Context: an optimization exercise on an open-source flow, tuned for small area. The choices shown serve that exercise and are no tape-out recipe.
No run shown here included a check of the RTL's function; only the layout flow was run.
Power and IR drop assume default switching activity.

File: flow/design.v
module sha512_engine (
  input  wire        clk,
  input  wire        rst,           
  input  wire        req_valid,
  input  wire        req_we,
  input  wire [6:0]  req_addr,
  input  wire [63:0] req_wdata,
  output wire        req_ready,
  output reg         rsp_valid,
  output wire [63:0] rsp_rdata
);
  localparam [2:0] P_IDLE  = 3'd0,
                   P_PRE   = 3'd1,
                   P_LOAD  = 3'd2,
                   P_ROUND = 3'd3,
                   P_REST  = 3'd4,
                   P_FEED  = 3'd5;
  reg [2047:0] Mf;        
  reg [511:0]  Hf;        
  reg [255:0]  ad;        
  reg [255:0]  eh;        
  reg [63:0]   acc;       
  reg [11:0]   side;      
  reg [2:0]  phase;
  reg        two;
  reg        blk;
  reg        done;
  reg [6:0]  wc;          
  reg [3:0]  dg;          
  wire busy    = (phase != P_IDLE);
  wire p_pre   = (phase == P_PRE);
  wire p_load  = (phase == P_LOAD);
  wire p_round = (phase == P_ROUND);
  wire p_rest  = (phase == P_REST);
  wire p_feed  = (phase == P_FEED);
  wire [2:0] wk = ~wc[2:0];    
  function automatic [63:0] k_word(input [6:0] t);
    case (t)
      7'd0: k_word = 64'h428a2f98d728ae22;
      7'd1: k_word = 64'h7137449123ef65cd;
      7'd2: k_word = 64'hb5c0fbcfec4d3b2f;
      7'd3: k_word = 64'he9b5dba58189dbbc;
      7'd4: k_word = 64'h3956c25bf348b538;
      7'd5: k_word = 64'h59f111f1b605d019;
      7'd6: k_word = 64'h923f82a4af194f9b;
      7'd7: k_word = 64'hab1c5ed5da6d8118;
      7'd8: k_word = 64'hd807aa98a3030242;
      7'd9: k_word = 64'h12835b0145706fbe;
      7'd10: k_word = 64'h243185be4ee4b28c;
      7'd11: k_word = 64'h550c7dc3d5ffb4e2;
      7'd12: k_word = 64'h72be5d74f27b896f;
      7'd13: k_word = 64'h80deb1fe3b1696b1;
      7'd14: k_word = 64'h9bdc06a725c71235;
      7'd15: k_word = 64'hc19bf174cf692694;
      7'd16: k_word = 64'he49b69c19ef14ad2;
      7'd17: k_word = 64'hefbe4786384f25e3;
      7'd18: k_word = 64'h0fc19dc68b8cd5b5;
      7'd19: k_word = 64'h240ca1cc77ac9c65;
      7'd20: k_word = 64'h2de92c6f592b0275;
      7'd21: k_word = 64'h4a7484aa6ea6e483;
      7'd22: k_word = 64'h5cb0a9dcbd41fbd4;
      7'd23: k_word = 64'h76f988da831153b5;
      7'd24: k_word = 64'h983e5152ee66dfab;
      7'd25: k_word = 64'ha831c66d2db43210;
      7'd26: k_word = 64'hb00327c898fb213f;
      7'd27: k_word = 64'hbf597fc7beef0ee4;
      7'd28: k_word = 64'hc6e00bf33da88fc2;
      7'd29: k_word = 64'hd5a79147930aa725;
      7'd30: k_word = 64'h06ca6351e003826f;
      7'd31: k_word = 64'h142929670a0e6e70;
      7'd32: k_word = 64'h27b70a8546d22ffc;
      7'd33: k_word = 64'h2e1b21385c26c926;
      7'd34: k_word = 64'h4d2c6dfc5ac42aed;
      7'd35: k_word = 64'h53380d139d95b3df;
      7'd36: k_word = 64'h650a73548baf63de;
      7'd37: k_word = 64'h766a0abb3c77b2a8;
      7'd38: k_word = 64'h81c2c92e47edaee6;
      7'd39: k_word = 64'h92722c851482353b;
      7'd40: k_word = 64'ha2bfe8a14cf10364;
      7'd41: k_word = 64'ha81a664bbc423001;
      7'd42: k_word = 64'hc24b8b70d0f89791;
      7'd43: k_word = 64'hc76c51a30654be30;
      7'd44: k_word = 64'hd192e819d6ef5218;
      7'd45: k_word = 64'hd69906245565a910;
      7'd46: k_word = 64'hf40e35855771202a;
      7'd47: k_word = 64'h106aa07032bbd1b8;
      7'd48: k_word = 64'h19a4c116b8d2d0c8;
      7'd49: k_word = 64'h1e376c085141ab53;
      7'd50: k_word = 64'h2748774cdf8eeb99;
      7'd51: k_word = 64'h34b0bcb5e19b48a8;
      7'd52: k_word = 64'h391c0cb3c5c95a63;
      7'd53: k_word = 64'h4ed8aa4ae3418acb;
      7'd54: k_word = 64'h5b9cca4f7763e373;
      7'd55: k_word = 64'h682e6ff3d6b2b8a3;
      7'd56: k_word = 64'h748f82ee5defb2fc;
      7'd57: k_word = 64'h78a5636f43172f60;
      7'd58: k_word = 64'h84c87814a1f0ab72;
      7'd59: k_word = 64'h8cc702081a6439ec;
      7'd60: k_word = 64'h90befffa23631e28;
      7'd61: k_word = 64'ha4506cebde82bde9;
      7'd62: k_word = 64'hbef9a3f7b2c67915;
      7'd63: k_word = 64'hc67178f2e372532b;
      7'd64: k_word = 64'hca273eceea26619c;
      7'd65: k_word = 64'hd186b8c721c0c207;
      7'd66: k_word = 64'heada7dd6cde0eb1e;
      7'd67: k_word = 64'hf57d4f7fee6ed178;
      7'd68: k_word = 64'h06f067aa72176fba;
      7'd69: k_word = 64'h0a637dc5a2c898a6;
      7'd70: k_word = 64'h113f9804bef90dae;
      7'd71: k_word = 64'h1b710b35131c471b;
      7'd72: k_word = 64'h28db77f523047d84;
      7'd73: k_word = 64'h32caab7b40c72493;
      7'd74: k_word = 64'h3c9ebe0a15c9bebc;
      7'd75: k_word = 64'h431d67c49c100d4c;
      7'd76: k_word = 64'h4cc5d4becb3e42b6;
      7'd77: k_word = 64'h597f299cfc657e2a;
      7'd78: k_word = 64'h5fcb6fab3ad6faec;
      7'd79: k_word = 64'h6c44198c4a475817;
      default: k_word = 64'h0;
    endcase
  endfunction
  function automatic [63:0] iv_word(input [2:0] idx);
    case (idx)
      3'd0: iv_word = 64'h6a09e667f3bcc908;
      3'd1: iv_word = 64'hbb67ae8584caa73b;
      3'd2: iv_word = 64'h3c6ef372fe94f82b;
      3'd3: iv_word = 64'ha54ff53a5f1d36f1;
      3'd4: iv_word = 64'h510e527fade682d1;
      3'd5: iv_word = 64'h9b05688c2b3e6c1f;
      3'd6: iv_word = 64'h1f83d9abfb41bd6b;
      default: iv_word = 64'h5be0cd19137e2179;
    endcase
  endfunction
  function automatic [63:0] ssig0(input [63:0] x);
    ssig0 = {x[0], x[63:1]} ^ {x[7:0], x[63:8]} ^ (x >> 7);
  endfunction
  function automatic [63:0] ssig1(input [63:0] x);
    ssig1 = {x[18:0], x[63:19]} ^ {x[60:0], x[63:61]} ^ (x >> 6);
  endfunction
  function automatic tap(input [63:0] x, input [63:0] y, input [3:0] d, input integer p);
    tap = ({d, 2'b00} + p >= 64) ? y[p] : x[p];
  endfunction
  wire is_status_rd = !req_we && (req_addr == 7'h09);
  assign req_ready  = !busy || is_status_rd;
  wire acc_ok       = req_valid && req_ready;
  wire acc_rd       = acc_ok && !req_we;
  wire acc_wr       = acc_ok && req_we;
  wire wr_h         = acc_wr && (req_addr[6:3] == 4'b0000);
  wire wr_m         = acc_wr && (req_addr[6:5] == 2'b01);
  wire wr_cmd       = acc_wr && (req_addr == 7'h08);
  wire cmd1         = (req_wdata == 64'd1);
  wire cmd2         = (req_wdata == 64'd2);
  reg  [5:0] addr_q;
  reg        sts_q;
  reg        rsv_q;
  reg  [1:0] st_q;
  always @(posedge clk) begin
    addr_q <= {req_addr[5], req_addr[4:0]};
    sts_q  <= (req_addr == 7'h09);
    rsv_q  <= !((req_addr[6:3] == 4'b0000) || (req_addr[6:5] == 2'b01) || (req_addr == 7'h09));
    st_q   <= {done, busy};
  end
  always @(posedge clk) begin
    if (rst) rsp_valid <= 1'b0;
    else     rsp_valid <= acc_rd;
  end
  wire [1:0] k      = dg[1:0];
  wire [5:0] rr     = {wc[3:0], dg[3:2]};           
  wire       feed_ld = p_feed && two && !blk && (wc[2:0] == 3'd7) && (dg == 4'd15);
  wire       ld0    = p_pre || feed_ld;              
  wire       opc    = ld0 || p_rest || (p_round && dg[3:2] == 2'b11);
  wire [3:0] base   = p_round ? wc[3:0] + 4'd1 : ~rr[3:0];
  wire [3:0] off    = (k == 2'd0) ? 4'd0 : (k == 2'd1) ? 4'd1 : (k == 2'd2) ? 4'd9 : 4'd14;
  wire [3:0] slot   = ld0 ? 4'd0 : base + off;
  wire       oblk   = p_pre ? 1'b0 : (feed_ld ? 1'b1 : blk);
  wire       mport  = p_pre || p_round || p_rest || feed_ld;
  wire [5:0] eaddr = mport ? {1'b1, oblk, slot} : {3'b000, wk};
  wire [5:0] rsel  = busy ? eaddr : addr_q;
  reg  [63:0] rdword;
  integer r;
  always @* begin
    rdword = 64'd0;
    for (r = 0; r < 32; r = r + 1)
      if (rsel[5] && rsel[4:0] == r) rdword = Mf[64*r +: 64];
    for (r = 0; r < 8; r = r + 1)
      if (!rsel[5] && rsel[2:0] == r) rdword = Hf[64*r +: 64];
  end
  assign rsp_rdata = (sts_q || rsv_q) ? {62'd0, sts_q ? st_q : 2'b00} : rdword;
  wire        first_op = ld0 || (k == 2'd0);
  wire        sub      = p_rest && !first_op;
  wire        zero_op  = p_round && (wc < 7'd15) && !first_op;
  wire [63:0] opnd     = zero_op ? 64'd0 :
                         (k == 2'd1 && !ld0) ? ssig0(rdword) :
                         (k == 2'd3 && !ld0) ? ssig1(rdword) : rdword;
  wire [63:0] acc_nx   = (first_op ? 64'd0 : acc) + (sub ? ~opnd : opnd) + {63'd0, sub};
  always @(posedge clk) begin
    if (opc)
      acc <= acc_nx;
    if (dg == 4'd12)
      side <= acc[63:52];
  end
  wire [3:0] rdig  = rdword[{dg, 2'b00} +: 4];
  wire [63:0] ivw  = iv_word(wk);
  wire [3:0] ivdig = ivw[{dg, 2'b00} +: 4];
  wire [3:0] src   = (two && !blk) ? ivdig : rdig;
  wire [63:0] kw   = k_word(wc);
  wire [3:0] kdig  = kw[{dg, 2'b00} +: 4];
  wire [63:0] wsrc = (dg > 4'd12) ? {side, acc[51:0]} : acc;
  wire [3:0] wd    = wsrc[{dg, 2'b00} +: 4];
  wire [63:0] wa = ad[255:192], wb = ad[191:128];
  wire [63:0] we_ = eh[255:192], wf = eh[191:128];
  wire [3:0] a_d = ad[195:192], b_d = ad[131:128], c_d = ad[67:64], d_d = ad[3:0];
  wire [3:0] e_d = eh[195:192], f_d = eh[131:128], g_d = eh[67:64], h_d = eh[3:0];
  reg [3:0] S0, S1;
  integer n;
  always @* begin
    for (n = 0; n < 4; n = n + 1) begin
      S0[n] = tap(wa, wb, dg, n + 28) ^ tap(wa, wb, dg, n + 34) ^ tap(wa, wb, dg, n + 39);
      S1[n] = tap(we_, wf, dg, n + 14) ^ tap(we_, wf, dg, n + 18) ^ tap(we_, wf, dg, n + 41);
    end
  end
  wire [3:0] chd = (e_d & f_d) ^ (~e_d & g_d);
  wire [3:0] mjd = (a_d & b_d) ^ (a_d & c_d) ^ (b_d & c_d);
  reg  [2:0] c1_q;
  reg  [1:0] ca_q;
  reg        ce_q;
  reg        cf_q;
  wire first = (dg == 4'd0);
  wire [6:0] sum1 = h_d + S1 + chd + kdig + wd + (first ? 3'd0 : c1_q);
  wire [3:0] t1d  = sum1[3:0];
  wire [5:0] suma = t1d + S0 + mjd + (first ? 2'd0 : ca_q);
  wire [4:0] sume = d_d + t1d + (first ? 1'b0 : ce_q);
  wire [3:0] srcg = (p_load || p_feed) ? src : 4'd0;
  wire [3:0] fadd = (p_feed || p_rest) ? h_d : 4'd0;
  wire [4:0] sumf = srcg + fadd + (first ? 1'b0 : cf_q);
  wire [3:0] a_in = p_round ? suma[3:0] : sumf[3:0];
  wire [3:0] e_in = p_round ? sume[3:0] : d_d;
  always @(posedge clk) begin
    c1_q <= sum1[6:4];
    ca_q <= suma[5:4];
    ce_q <= sume[4];
    cf_q <= sumf[4];
    ad   <= {a_in, ad[255:4]};
    eh   <= {e_in, eh[255:4]};
  end
  wire       wm_eng = (p_round && dg == 4'd0 && wc >= 7'd16) ||
                      (p_rest && k == 2'd0 && rr != 6'd0) ||
                      (p_feed && wc == 7'd0 && dg == 4'd0);
  wire [3:0] wslot  = p_round ? wc[3:0] : ~rr[3:0] + 4'd1;
  integer j, i;
  always @(posedge clk) begin
    for (j = 0; j < 32; j = j + 1)
      if ((wr_m && req_addr[4:0] == j) || (wm_eng && {blk, wslot} == j))
        Mf[64*j +: 64] <= busy ? acc : req_wdata;
    for (j = 0; j < 8; j = j + 1)
      for (i = 0; i < 16; i = i + 1)
        if ((wr_h && req_addr[2:0] == j) || (p_feed && wk == j && dg == i))
          Hf[64*j + 4*i +: 4] <= busy ? sumf[3:0] : req_wdata[4*i +: 4];
  end
  always @(posedge clk) begin
    if (rst) begin
      phase <= P_IDLE;
      done  <= 1'b0;
      dg    <= 4'd0;
    end else begin
      dg <= (busy && !p_pre) ? dg + 4'd1 : 4'd0;
      case (phase)
        P_IDLE: begin
          if (wr_cmd && (cmd1 || cmd2)) begin
            two   <= cmd2;
            blk   <= 1'b0;
            done  <= 1'b0;
            wc    <= 7'd0;
            phase <= P_PRE;
          end
        end
        P_PRE:
          phase <= P_LOAD;
        P_LOAD: begin
          if (dg == 4'd15) begin
            if (wc[2:0] == 3'd7) begin
              wc    <= 7'd0;
              phase <= P_ROUND;
            end else
              wc <= wc + 7'd1;
          end
        end
        P_ROUND: begin
          if (dg == 4'd15) begin
            if (wc == 7'd79) begin
              wc    <= 7'd0;
              phase <= P_REST;
            end else
              wc <= wc + 7'd1;
          end
        end
        P_REST: begin
          if (dg == 4'd15) begin
            if (wc[3:0] == 4'd15) begin
              wc    <= 7'd0;
              phase <= P_FEED;
            end else
              wc <= wc + 7'd1;
          end
        end
        default: begin   
          if (dg == 4'd15) begin
            if (wc[2:0] == 3'd7) begin
              wc <= 7'd0;
              if (two && !blk) begin
                blk   <= 1'b1;
                phase <= P_ROUND;
              end else begin
                done  <= 1'b1;
                phase <= P_IDLE;
              end
            end else
              wc <= wc + 7'd1;
          end
        end
      endcase
    end
  end
endmodule
File: flow/run.sh
#!/bin/bash
# synth_recipe.tcl (not shown) runs the flow's synth.tcl, then flattens the netlist and writes it again
# the make line also repeats each setting of config.mk as NAME=value (left out here)
make -C /OpenROAD-flow-scripts/flow DESIGN_CONFIG=/design/flow/config.mk WORK_HOME=/design/flow/orfs CLKGATE_MAP_FILE= SYNTH_SCRIPT=/design/flow/synth_recipe.tcl finish
File: flow/config.mk
export PLATFORM = sky130hd
export DESIGN_NAME = sha512_engine
export DESIGN_NICKNAME = sha512_engine
export VERILOG_FILES = /design/flow/design.v
export SDC_FILE = /design/flow/constraint.sdc
export NUM_CORES = 8
export LEC_CHECK = 0
export CAP_MARGIN = 20
export CORE_MARGIN = 2
export CORE_UTILIZATION = 55
export CTS_BUF_LIST = sky130_fd_sc_hd__clkbuf_2 sky130_fd_sc_hd__clkbuf_4 sky130_fd_sc_hd__clkbuf_8
export PLACE_DENSITY = 0.65
export SLEW_MARGIN = 20
export SYNTH_MEMORY_MAX_BITS = 16384
File: flow/constraint.sdc
create_clock -name core_clock -period 16.0 [get_ports {clk}]
set_input_delay 3.2000 -clock core_clock [delete_from_list [all_inputs] [get_ports {clk}]]
set_output_delay 3.2000 -clock core_clock [all_outputs]
set_load 0.01 [all_outputs]
==> flow_summary.html, run 1 <==
<table>
<tr><th>Metric</th><th>Value</th></tr>
<tr><th colspan="2">Finish</th></tr>
<tr><td>Proportion of layout cells with a drive suffix above 1</td><td>0.1462</td></tr>
<tr><td>Fill cell count</td><td>18554</td></tr>
<tr><td>Nets</td><td>10957</td></tr>
<tr><td>Final instance area</td><td>152100 um2</td></tr>
<tr><td>Post-synthesis to final-layout area growth</td><td>12.92%</td></tr>
<tr><th colspan="2">Synth</th></tr>
<tr><td>Number of flops mapped to enable cells by yosys</td><td>2645</td></tr>
<tr><td>Main flop type after synthesis</td><td>sky130_fd_sc_hd__edfxtp_1</td></tr>
<tr><td>Share of the yosys chip area belonging to registers</td><td>0.6794</td></tr>
<tr><td>Top cells by count, synth</td><td>2645 x sky130_fd_sc_hd__edfxtp_1, 1281 x sky130_fd_sc_hd__nand2_1, 663 x sky130_fd_sc_hd__a21oi_1, 639 x sky130_fd_sc_hd__o21ai_0, 602 x sky130_fd_sc_hd__dfxtp_1</td></tr>
<tr><td>Synth Cell Area</td><td>134700 um2</td></tr>
<tr><td>Area share of the leading cell type in the synthesized netlist</td><td>0.5899</td></tr>
<tr><td>Leading cell type by number of instances after synthesis</td><td>sky130_fd_sc_hd__edfxtp_1</td></tr>
<tr><td>Syn nets</td><td>10498</td></tr>
<tr><td>Gate count after technology mapping</td><td>10271</td></tr>
<tr><td>Number of synthesized register bits</td><td>3247</td></tr>
<tr><td>Cell type contributing the most total cell area after synthesis</td><td>sky130_fd_sc_hd__edfxtp_1</td></tr>
<tr><td>Mean Syn Cell Area</td><td>13.11 um2</td></tr>
<tr><td>Count of unique library cells instantiated by Yosys</td><td>121</td></tr>
<tr><td>Largest cells by area after synthesis</td><td>sky130_fd_sc_hd__edfxtp_1 59%, sky130_fd_sc_hd__dfxtp_1 9.0%, sky130_fd_sc_hd__nand2_1 3.6%</td></tr>
<tr><td>Asr flop ratio synth</td><td>0</td></tr>
<tr><td>Yosys warning count</td><td>1</td></tr>
<tr><th colspan="2">Floorplan</th></tr>
<tr><td>Total die area</td><td>248800 um2</td></tr>
<tr><td>Die Ht</td><td>498.8 um</td></tr>
<tr><td>Area inside the core boundary</td><td>243200 um2</td></tr>
<tr><td>Count of standard-cell rows</td><td>181</td></tr>
<tr><td>Die extent in x</td><td>498.8 um</td></tr>
<tr><td>Initial core utilization</td><td>0.5536</td></tr>
<tr><td>Count of boundary I/O pins</td><td>141</td></tr>
<tr><th colspan="2">Worst setup path</th></tr>
<tr><td>Cell occurring most often along the worst timing path</td><td>sky130_fd_sc_hd__buf_4</td></tr>
<tr><td>Terminus of the critical flop-to-flop path</td><td>acc[60]</td></tr>
<tr><td>Worst Reg2Reg Path Length in Cells</td><td>42</td></tr>
<tr><td>Crit path buf inv count</td><td>5</td></tr>
<tr><td>Minimum setup slack among reg-to-reg paths</td><td>2760 ps</td></tr>
<tr><td>Arrival time of data at the critical path endpoint</td><td>10560 ps</td></tr>
<tr><td>End of the critical path</td><td>rsp_rdata[35]</td></tr>
<tr><td>Cells traversed along the worst timing path</td><td>nand3b_1 -&gt; buf_4 -&gt; nor2_1 -&gt; a21oi_1 -&gt; ha_1 -&gt; inv_1 -&gt; fa_1 -&gt; xnor2_1 -&gt; a21o_1 -&gt; or3_2 -&gt; nor3_1 -&gt; nand2_1 -&gt; buf_4 -&gt; o32a_1 -&gt; a311oi_1 -&gt; o21ai_0 -&gt; a221oi_1 -&gt; o211ai_1 -&gt; a222oi_1 -&gt; buf_4 -&gt; nor2_1 -&gt; clkdlybuf4s50_1</td></tr>
<tr><td>Worst setup path class</td><td>register to primary output</td></tr>
<tr><td>Largest stage delay on the critical path</td><td>1030 ps</td></tr>
<tr><td>Crit. Startpoint</td><td>phase[2]</td></tr>
<tr><td>Dominant delay contributor by cell family on the critical path</td><td>compound AO/OA/AOI/OAI gates</td></tr>
<tr><td>Cell depth of the worst setup path</td><td>22</td></tr>
<tr><td>Cell with the largest stage delay on the worst path</td><td>sky130_fd_sc_hd__a311oi_1</td></tr>
<tr><td>Maximum net fanout on the critical path</td><td>32</td></tr>
<tr><td>Required time worst endpoint</td><td>12800 ps</td></tr>
<tr><td>Critical path startpoint category</td><td>register</td></tr>
<tr><td>Worst R2R Start</td><td>phase[2]</td></tr>
<tr><td>CP Capture Type</td><td>primary output</td></tr>
<tr><th colspan="2">Global routing</th></tr>
<tr><td>Via count of the first global-routing pass</td><td>96035</td></tr>
<tr><td>Met2 usage in global routing</td><td>0.6267</td></tr>
<tr><td>First-pass GRT wire length</td><td>764000 um</td></tr>
<tr><td>GR met3 Demand/Resource</td><td>0.1408</td></tr>
<tr><td>Antenna violations before repair</td><td>42</td></tr>
<tr><td>Largest net degree at the start of global routing</td><td>118</td></tr>
<tr><td>All-layer global routing usage</td><td>0.4395</td></tr>
<tr><td>Highest-utilization routing layer at the global route stage</td><td>met2</td></tr>
<tr><td>Overflow left after global routing</td><td>0</td></tr>
<tr><td>Global-route met1 utilization</td><td>0.5809</td></tr>
<tr><th colspan="2">Clock network</th></tr>
<tr><td>Clock root buffer master</td><td>sky130_fd_sc_hd__clkbuf_8</td></tr>
<tr><td>Hold-fix buffer count after cts</td><td>0</td></tr>
<tr><td>Post-CTS setup buffer count</td><td>0</td></tr>
<tr><td>CTS Sinks</td><td>3247</td></tr>
<tr><td>Number of gates given a new drive strength after cts</td><td>0</td></tr>
<tr><td>Insertion delay to the later sink of the worst-skew pair</td><td>1170 ps</td></tr>
<tr><td>Clock tree from TritonCTS</td><td>built</td></tr>
<tr><td>CTS H-tree lvls</td><td>6</td></tr>
<tr><td>CTS max path bufs</td><td>4</td></tr>
<tr><td>Clock transition at the register clock pins on the worst setup and hold paths after CTS</td><td>60 ps</td></tr>
<tr><td>Number of clock buffers inserted by TritonCTS</td><td>540</td></tr>
<tr><th colspan="2">Place</th></tr>
<tr><td>Post-Place Cell Area</td><td>141600 um2</td></tr>
<tr><td>Count of port buffers added during placement</td><td>140</td></tr>
<tr><td>Sum of net half-perimeters after detailed placement</td><td>367300 um</td></tr>
<tr><td>Weighted congestion at the end of routability-driven global placement</td><td>1.013</td></tr>
<tr><th colspan="2">Timing</th></tr>
<tr><td>Share of the clock period used by the worst path after layout</td><td>0.8602</td></tr>
<tr><td>Transition time at the pin with the least slew margin</td><td>1311 ps</td></tr>
<tr><td>Fin. max-slew vios</td><td>0</td></tr>
<tr><td>Upper clock frequency limit</td><td>72.66 MHz</td></tr>
<tr><td>Count of endpoints failing setup in the final report</td><td>0</td></tr>
<tr><td>Final hold vios</td><td>0</td></tr>
<tr><td>RSZ-0062 raised after global routing</td><td>no</td></tr>
<tr><td>Setup TNS</td><td>0 ps</td></tr>
<tr><td>Clock tree skew after final layout</td><td>168.1 ps</td></tr>
<tr><td>Fin crit period</td><td>13760 ps</td></tr>
<tr><td>Slew headroom</td><td>0.1216</td></tr>
<tr><th colspan="2">Power and ir drop</th></tr>
<tr><td>Peak supply drop</td><td>0.08216 mV</td></tr>
<tr><td>Power Density</td><td>145.6 nW/um2</td></tr>
<tr><td>Final Power</td><td>22.15 mW</td></tr>
<tr><td>Leakage power summed over all cells</td><td>51.81 nW</td></tr>
<tr><th colspan="2">Outcome</th></tr>
<tr><td>Status</td><td>complete, no violations</td></tr>
<tr><th colspan="2">Detailed routing</th></tr>
<tr><td>First-pass iteration count of the detailed router</td><td>8</td></tr>
<tr><td>Count of vias placed by the detailed router</td><td>101356</td></tr>
<tr><td>Number of nets still failing antenna checks after routing</td><td>0</td></tr>
<tr><td>Post-DR wirelength/cell</td><td>38.88 um</td></tr>
<tr><td>Per-cell via count in the routed design</td><td>7.077</td></tr>
<tr><td>DRT iter0 DRCs</td><td>18145</td></tr>
<tr><td>Remaining design rule violation count</td><td>0</td></tr>
<tr><td>Wirelength, routed</td><td>556900 um</td></tr>
<tr><th colspan="2">Hold path</th></tr>
<tr><td>Hold Crit Class</td><td>register to register</td></tr>
<tr><td>Start point of the worst hold path</td><td>eh[111]</td></tr>
<tr><th colspan="2">Run</th></tr>
<tr><td>Max Cap Viol</td><td>0</td></tr>
</table>
## final cells by class
class	count	area, um2	share of cell area
flip-flops and latches	3247	91480	0.6017
clock buffers	738	9081	0.05973
diodes	19	47.55	0.0003127
clock inverters	174	1177	0.007743
multi-input cells	6256	40890	0.2689
inverters	87	326.6	0.002148
repair buffers	598	5040	0.03315
well taps	3202	4006	0.02635
## flip-flops by register name, indices dropped and copies added (netlist names), 2 cells and up
signal  cells
c1_q        3
dg          4
side       12
st_q        2
wc          7
ad        256
ca_q        2
kw         64
eh        256
phase       3
Mf       2048
Hf        512
addr_q      6
acc        64
## logic make-up (layout without fill, tap and decap cells)
logic type,count (synthesis),after routing,share of synthesized area
compound gates,2937,2937,0.1451
buf+inv,768,1597,0.02478
simple gates,2529,2529,0.08195
flops,3247,3247,0.6794
mux,261,261,0.02825
xor+xnor,377,377,0.02468
fa+ha+maj,152,152,0.01585
other cells,0,19,0
## metal layers
layer,wire length [um],vias to the layer above
met5,203,-
met4,44470,30
met3,82260,2111
met2,233800,8984
met1,196100,49833
li1,-,40398
## worst reg2reg max path: cells and delay by family (launching register included)
| kind | cells | cell delay, ps |
|---|---|---|
| compound gates | 21 | 6750 |
| xor+xnor | 5 | 780 |
| buf+inv | 3 | 800 |
| simple gates | 10 | 2610 |
| flops | 1 | 1010 |
| fa+ha+maj | 3 | 1090 |
## how the worst min path moves through the flow
stage                     endpoint  slack [ps]  depth (start not counted)
after CTS                  eh[107]         200                          0
final                      eh[107]         220                          0
after detailed placement   eh[233]         310                          0
after global placement      ad[99]         310                          0
after floorplan              ad[0]         310                          0
after global routing        eh[55]         220                          0
## stage by stage
step	util	instances	setup slack (ps)	hold slack (ps)
after floorplan	-	10271	6440	309.6
after global placement	0.5821	13385	3355	309.5
after detailed placement	0.5823	13387	3364	312.1
after CTS	0.6245	14299	2754	203.5
after global routing	0.6250	14306	2071	220.0
final	0.6251	14321	2237	220.0
## cell usage in the layout, fill, tap and decap left out, types with 35 or more instances in the layout
master	Yosys	final
sky130_fd_sc_hd__buf_4	67	442
sky130_fd_sc_hd__o21ai_0	639	634
sky130_fd_sc_hd__xor2_1	88	88
sky130_fd_sc_hd__a221oi_1	125	125
sky130_fd_sc_hd__a222oi_1	55	55
sky130_fd_sc_hd__dfxtp_1	602	600
sky130_fd_sc_hd__clkbuf_8	0	566
sky130_fd_sc_hd__a211oi_1	88	86
sky130_fd_sc_hd__nor3_1	118	113
sky130_fd_sc_hd__mux4_2	93	93
sky130_fd_sc_hd__o22ai_1	241	209
sky130_fd_sc_hd__ha_1	121	115
sky130_fd_sc_hd__and3_1	43	42
sky130_fd_sc_hd__clkbuf_4	0	172
sky130_fd_sc_hd__xnor2_1	287	287
sky130_fd_sc_hd__a22oi_1	172	172
sky130_fd_sc_hd__o211ai_1	118	118
sky130_fd_sc_hd__inv_1	83	80
sky130_fd_sc_hd__o221ai_1	70	66
sky130_fd_sc_hd__a311oi_1	36	35
sky130_fd_sc_hd__clkinv_1	1	83
sky130_fd_sc_hd__a21o_1	70	70
sky130_fd_sc_hd__nand2b_1	38	37
sky130_fd_sc_hd__nand3_1	226	225
sky130_fd_sc_hd__a221o_1	45	45
sky130_fd_sc_hd__a31oi_1	155	152
sky130_fd_sc_hd__nand2_1	1281	1255
sky130_fd_sc_hd__a21oi_1	663	654
sky130_fd_sc_hd__o22a_1	38	38
sky130_fd_sc_hd__a22o_1	59	59
sky130_fd_sc_hd__nor2_1	516	493
sky130_fd_sc_hd__clkdlybuf4s50_1	0	140
sky130_fd_sc_hd__and2_1	116	114
sky130_fd_sc_hd__edfxtp_1	2645	2645
sky130_fd_sc_hd__nand4_1	44	44
sky130_fd_sc_hd__mux2i_1	155	150
sky130_fd_sc_hd__clkinv_2	0	44
## power breakdown
group / switching [mW] / internal, mW
clock: 3.40 / 3.81
sequential: 0.0535 / 9.59
combinational: 3.74 / 1.56
total: 7.19 / 15.0
==> run 2: changes to the inputs <==
==> flow/flow/run.sh (new file) <==
#!/bin/bash
# Own layout flow: the standard ORFS flow with an area-oriented ABC
# script in synthesis and a clock tree built from smaller buffers without
# dummy loads.  Each tool's output is in orfs/logs/; make's own output in
# flow_make.log.
set -euo pipefail
WORK=$PWD
export AREA_ABC_SCRIPT=$WORK/flow/area.abc
CTS="-sink_clustering_enable -repair_clock_nets -dont_use_dummy_load"
CTS="$CTS -buf_list {sky130_fd_sc_hd__clkbuf_4 sky130_fd_sc_hd__clkbuf_8}"
CTS="$CTS -sink_clustering_size 24"
bash standard.sh SYNTH_SCRIPT=$WORK/flow/synth_area.tcl "CTS_ARGS=$CTS" finish > $WORK/flow_make.log 2>&1
==> flow/flow/area.abc (new file) <==
strash
&get -n
&st
&syn2
&dch
&nf -R 1000
&put
strash
&get -n
&st
&synch2
&dch -f
&nf -a -R 1000
&put
strash
&get -n
&st
&synch2
&dch -f
&nf -p -a -R 1000
&put
topo
stime -c
buffer -c
upsize -c
dnsize -c
stime -c
==> flow/flow/synth_area.tcl (new file) <==
# synth_recipe.tcl with one change: Yosys's abc pass runs flow/area.abc, an
# area-oriented mapping script, in place of ORFS's default script.
proc synth {args} { yosys synth -nofsm -noshare {*}$args }
proc abc {args} {
  set i [lsearch -exact $args -script]
  if { $i >= 0 } { lset args [expr { $i + 1 }] $::env(AREA_ABC_SCRIPT) }
  yosys abc {*}$args
}
source $::env(SCRIPTS_DIR)/synth.tcl
# left out here: clear keep_hierarchy, flatten, clean up, hide names made inside functions, write 1_2_yosys.v
==> flow/standard.sh (new file) <==
#!/bin/bash
# synth_recipe.tcl (not shown) runs the flow's synth.tcl, then flattens the netlist and writes it again
# the make line also repeats each setting of config.mk as NAME=value (left out here)
make -C /OpenROAD-flow-scripts/flow DESIGN_CONFIG=/design/flow/config.mk WORK_HOME=/design/flow/orfs CLKGATE_MAP_FILE= SYNTH_SCRIPT=/design/flow/synth_recipe.tcl "${@:-finish}"
--- a/flow/config.mk
+++ b/flow/config.mk
@@ -8,7 +8,6 @@
 export CAP_MARGIN = 20
 export CORE_MARGIN = 2
 export CORE_UTILIZATION = 55
-export CTS_BUF_LIST = sky130_fd_sc_hd__clkbuf_2 sky130_fd_sc_hd__clkbuf_4 sky130_fd_sc_hd__clkbuf_8
 export PLACE_DENSITY = 0.65
 export SLEW_MARGIN = 20
 export SYNTH_MEMORY_MAX_BITS = 16384
removed: flow/run.sh
==> run 2 against run 1 <==
Critical path depth increased by 73. Wire length decreased by 10%. Utilization decreased by 0.35 points. Worst setup slack got worse by 1200 ps. Sequential cell count unchanged. Cell count decreased by 11%. Non-clock buffer count increased by 85. Highest routed layer unchanged. Critical path type is now register to register. Area after synthesis decreased by 6.0%. Combinational power increased to 2.5 times the previous value.
==> flow_summary.html, run 2 <==
<table>
<tr><th>Metric</th><th>Value</th></tr>
<tr><th colspan="2">Outcome</th></tr>
<tr><td>Status</td><td>complete, no violations</td></tr>
<tr><th colspan="2">Synth</th></tr>
<tr><td>Main flop type after synthesis</td><td>sky130_fd_sc_hd__edfxtp_1</td></tr>
<tr><td>Gate count after technology mapping</td><td>8995</td></tr>
<tr><td>Syn nets</td><td>9222</td></tr>
<tr><td>Yosys warning count</td><td>1</td></tr>
<tr><td>Number of flops mapped to enable cells by yosys</td><td>2645</td></tr>
<tr><td>Leading cell type by number of instances after synthesis</td><td>sky130_fd_sc_hd__edfxtp_1</td></tr>
<tr><td>Number of synthesized register bits</td><td>3247</td></tr>
<tr><td>Area share of the leading cell type in the synthesized netlist</td><td>0.6273</td></tr>
<tr><td>Asr flop ratio synth</td><td>0</td></tr>
<tr><td>Largest cells by area after synthesis</td><td>sky130_fd_sc_hd__edfxtp_1 63%, sky130_fd_sc_hd__dfxtp_1 9.5%, sky130_fd_sc_hd__a222oi_1 2.6%</td></tr>
<tr><td>Synth Cell Area</td><td>126600 um2</td></tr>
<tr><td>Share of the yosys chip area belonging to registers</td><td>0.7224</td></tr>
<tr><td>Mean Syn Cell Area</td><td>14.08 um2</td></tr>
<tr><td>Top cells by count, synth</td><td>2645 x sky130_fd_sc_hd__edfxtp_1, 791 x sky130_fd_sc_hd__nand2_1, 648 x sky130_fd_sc_hd__a21oi_1, 602 x sky130_fd_sc_hd__dfxtp_1, 562 x sky130_fd_sc_hd__o21ai_0</td></tr>
<tr><td>Cell type contributing the most total cell area after synthesis</td><td>sky130_fd_sc_hd__edfxtp_1</td></tr>
<tr><td>Count of unique library cells instantiated by Yosys</td><td>93</td></tr>
<tr><th colspan="2">Hold path</th></tr>
<tr><td>Start point of the worst hold path</td><td>eh[252]</td></tr>
<tr><td>Hold Crit Class</td><td>register to register</td></tr>
<tr><th colspan="2">Finish</th></tr>
<tr><td>Leading cell type in the layout, fill and taps excluded</td><td>sky130_fd_sc_hd__edfxtp_1</td></tr>
<tr><td>Layout Utilization</td><td>0.6217</td></tr>
<tr><td>Final instance area</td><td>142600 um2</td></tr>
<tr><td>Most frequent cells in the layout</td><td>2645 x sky130_fd_sc_hd__edfxtp_1, 766 x sky130_fd_sc_hd__nand2_1, 639 x sky130_fd_sc_hd__a21oi_1, 600 x sky130_fd_sc_hd__dfxtp_1, 548 x sky130_fd_sc_hd__o21ai_0</td></tr>
<tr><td>Largest registers</td><td>Mf (2048), Hf (512)</td></tr>
<tr><td>Post-synthesis to final-layout area growth</td><td>12.66%</td></tr>
<tr><td>Max reg flops</td><td>2048</td></tr>
<tr><td>Proportion of layout cells with a drive suffix above 1</td><td>0.1385</td></tr>
<tr><td>Number of standard cells in the final layout excluding fillers</td><td>12703</td></tr>
<tr><td>Largest register by flop count</td><td>Mf</td></tr>
<tr><td>Nets</td><td>9885</td></tr>
<tr><th colspan="2">Global routing</th></tr>
<tr><td>Overflow left after global routing</td><td>0</td></tr>
<tr><td>All-layer global routing usage</td><td>0.4199</td></tr>
<tr><td>Antenna violations before repair</td><td>54</td></tr>
<tr><td>First-pass GRT wire length</td><td>684900 um</td></tr>
<tr><td>Via count of the first global-routing pass</td><td>85913</td></tr>
<tr><td>Largest net degree at the start of global routing</td><td>99</td></tr>
<tr><th colspan="2">Place</th></tr>
<tr><td>Weighted congestion at the end of routability-driven global placement</td><td>1.019</td></tr>
<tr><td>Placed Instances</td><td>12143</td></tr>
<tr><td>Post-Place Worst Slack</td><td>720.4 ps</td></tr>
<tr><td>Count of port buffers added during placement</td><td>140</td></tr>
<tr><td>Sum of net half-perimeters after detailed placement</td><td>332700 um</td></tr>
<tr><td>Post-Place Cell Area</td><td>135100 um2</td></tr>
<tr><th colspan="2">Power and ir drop</th></tr>
<tr><td>Peak supply drop</td><td>0.1682 mV</td></tr>
<tr><td>Power Density</td><td>211.9 nW/um2</td></tr>
<tr><td>Final Power</td><td>30.23 mW</td></tr>
<tr><td>Leakage power summed over all cells</td><td>48.15 nW</td></tr>
<tr><th colspan="2">Floorplan</th></tr>
<tr><td>Die extent in x</td><td>483.8 um</td></tr>
<tr><td>Initial core utilization</td><td>0.5518</td></tr>
<tr><td>Count of boundary I/O pins</td><td>141</td></tr>
<tr><td>Area inside the core boundary</td><td>229500 um2</td></tr>
<tr><td>Die Ht</td><td>483.8 um</td></tr>
<tr><td>Count of standard-cell rows</td><td>176</td></tr>
<tr><td>Total die area</td><td>234100 um2</td></tr>
<tr><th colspan="2">Detailed routing</th></tr>
<tr><td>Count of vias placed by the detailed router</td><td>90736</td></tr>
<tr><td>Per-cell via count in the routed design</td><td>7.143</td></tr>
<tr><td>Number of nets still failing antenna checks after routing</td><td>0</td></tr>
<tr><td>First-pass iteration count of the detailed router</td><td>10</td></tr>
<tr><td>Remaining design rule violation count</td><td>0</td></tr>
<tr><td>DRT iter0 DRCs</td><td>17295</td></tr>
<tr><td>Wirelength, routed</td><td>500500 um</td></tr>
<tr><td>Post-DR wirelength/cell</td><td>39.40 um</td></tr>
<tr><th colspan="2">Timing</th></tr>
<tr><td>Clock tree skew after final layout</td><td>159.3 ps</td></tr>
<tr><td>Fin. max-slew vios</td><td>0</td></tr>
<tr><td>Share of the clock period used by the worst path after layout</td><td>0.9355</td></tr>
<tr><td>Fin crit period</td><td>14970 ps</td></tr>
<tr><td>Final hold vios</td><td>0</td></tr>
<tr><td>Transition time at the pin with the least slew margin</td><td>1350 ps</td></tr>
<tr><td>Setup TNS</td><td>0 ps</td></tr>
<tr><td>Upper clock frequency limit</td><td>66.81 MHz</td></tr>
<tr><td>Count of endpoints failing setup in the final report</td><td>0</td></tr>
<tr><td>Final critical-path setup slack</td><td>1033 ps</td></tr>
<tr><td>Final hold slack</td><td>242.5 ps</td></tr>
<tr><td>Slew headroom</td><td>0.09978</td></tr>
<tr><th colspan="2">Clock network</th></tr>
<tr><td>CTS max path bufs</td><td>4</td></tr>
<tr><td>Clock transition at the register clock pins on the worst setup and hold paths after CTS</td><td>60 ps</td></tr>
<tr><td>Insertion delay to the later sink of the worst-skew pair</td><td>1150 ps</td></tr>
<tr><td>CTS Sinks</td><td>3247</td></tr>
<tr><td>Number of clock buffers inserted by TritonCTS</td><td>531</td></tr>
<tr><td>Hold-fix buffer count after cts</td><td>0</td></tr>
<tr><td>Clock root buffer master</td><td>sky130_fd_sc_hd__clkbuf_8</td></tr>
<tr><td>Clock tree from TritonCTS</td><td>built</td></tr>
<tr><td>CTS H-tree lvls</td><td>6</td></tr>
<tr><th colspan="2">Run</th></tr>
<tr><td>Max Cap Viol</td><td>0</td></tr>
<tr><th colspan="2">Worst setup path</th></tr>
<tr><td>Largest stage delay on the critical path</td><td>440 ps</td></tr>
<tr><td>Arrival time of data at the critical path endpoint</td><td>15740 ps</td></tr>
<tr><td>CP Capture Type</td><td>register</td></tr>
<tr><td>Cell occurring most often along the worst timing path</td><td>sky130_fd_sc_hd__a21oi_1</td></tr>
<tr><td>Worst R2R Start</td><td>wc[0]</td></tr>
<tr><td>Critical path startpoint category</td><td>register</td></tr>
<tr><td>Maximum net fanout on the critical path</td><td>4</td></tr>
<tr><td>Crit. Startpoint</td><td>wc[0]</td></tr>
<tr><td>Cell with the largest stage delay on the worst path</td><td>sky130_fd_sc_hd__fa_1</td></tr>
<tr><td>Worst setup path class</td><td>register to register</td></tr>
<tr><td>Required time worst endpoint</td><td>16770 ps</td></tr>
</table>
-- run 2: logic make-up (layout without fill, tap and decap cells) --
| logic type | count (synthesis) | in the layout | synth area share |
|---|---|---|---|
| AND/OR/NAND/NOR | 1946 | 1946 | 0.06827 |
| buffers and inverters | 624 | 1285 | 0.01881 |
| AO/OA/AOI/OAI | 2579 | 2579 | 0.1384 |
| multiplexers | 76 | 76 | 0.009565 |
| flip-flops | 3247 | 3247 | 0.7224 |
| other | 0 | 21 | 0 |
| adder cells (fa/ha/maj) | 152 | 152 | 0.01686 |
| XOR/XNOR | 371 | 371 | 0.02566 |
-- run 2: final cells by class --
cell class,instances,area (um2)
multi-input cells,5124,33890
repair buffers,683,5858
clock buffers,531,7308
well taps,3026,3786
inverters,71,267.8
fillers,17279,86810
flip-flops and latches,3247,91480
diodes,21,52.55
-- run 2: final timing paths --
check                  to  cells past startpoint  slack [ps]
setup / recovery  acc[62]                     95        1030
hold / removal    eh[248]                      0         240
setup reg to reg  acc[62]                     95        1030
hold reg to reg   eh[248]                      0         240
-- run 2: critical path, delay by kind of cell, from the launching register on --
family / cells / cell delay (ps)
DFF: 1 / 390
buffers and inverters: 4 / 520
xor gates and xnor gates: 5 / 810
and+or+nand+nor: 19 / 1850
adders and majority gates: 3 / 1070
AOI/OAI and AO/OA: 64 / 10110
-- run 2: where the power goes --
| part | internal (mW) | switching, mW |
|---|---|---|
| clock network | 2.93 | 2.93 |
| logic | 4.19 | 9.14 |
| registers | 10.8 | 0.198 |
-- run 2: timing repair --
item | in CTS | in global routing
setup buffers | 0 | 3
gates resized for setup | 0 | 18
endpoints found under the setup margin | 0 | 7
-- run 2: routing by layer --
metal	share of wire	vias up	global-route usage
met2	0.43	7881	0.6047
met3	0.15	1644	0.1331
met4	0.063	20	0.2208
li1	-	36166	-
met5	0.00039	-	0.002654
met1	0.36	45025	0.5722

what the ideal ports hide:
The results above use ideal ports. As a check the final layouts listed here were re-extracted and re-timed, cells and wires unchanged.
Step 1 assumes that a clkbuf_16 drives the clock port and a buf_2 every other input.
Step 2 adds t to the input delays and takes it off the output delays; t is the mean of the earliest and latest rising clock arrival at the registers after step 1. Input paths then give back, and output paths get back, about the clock's delay inside the block.
Slacks: no drivers / after step 1 / after step 2; pairs: no drivers / after step 1.
run | t (ns) | setup slack, ns | latest minus earliest clock arrival (ns) | worst slew at a driven data input, ns | pins driven straight from the clock port
run 1 | 1.194 | 2.237 / 2.131 / 2.765 | 0.168 / 0.168 | 0.28 | 1
run 2 | 1.156 | 1.033 / 1.033 / 1.033 | 0.160 / 0.160 | 0.08 | 1
After both steps every run listed still meets setup and hold.
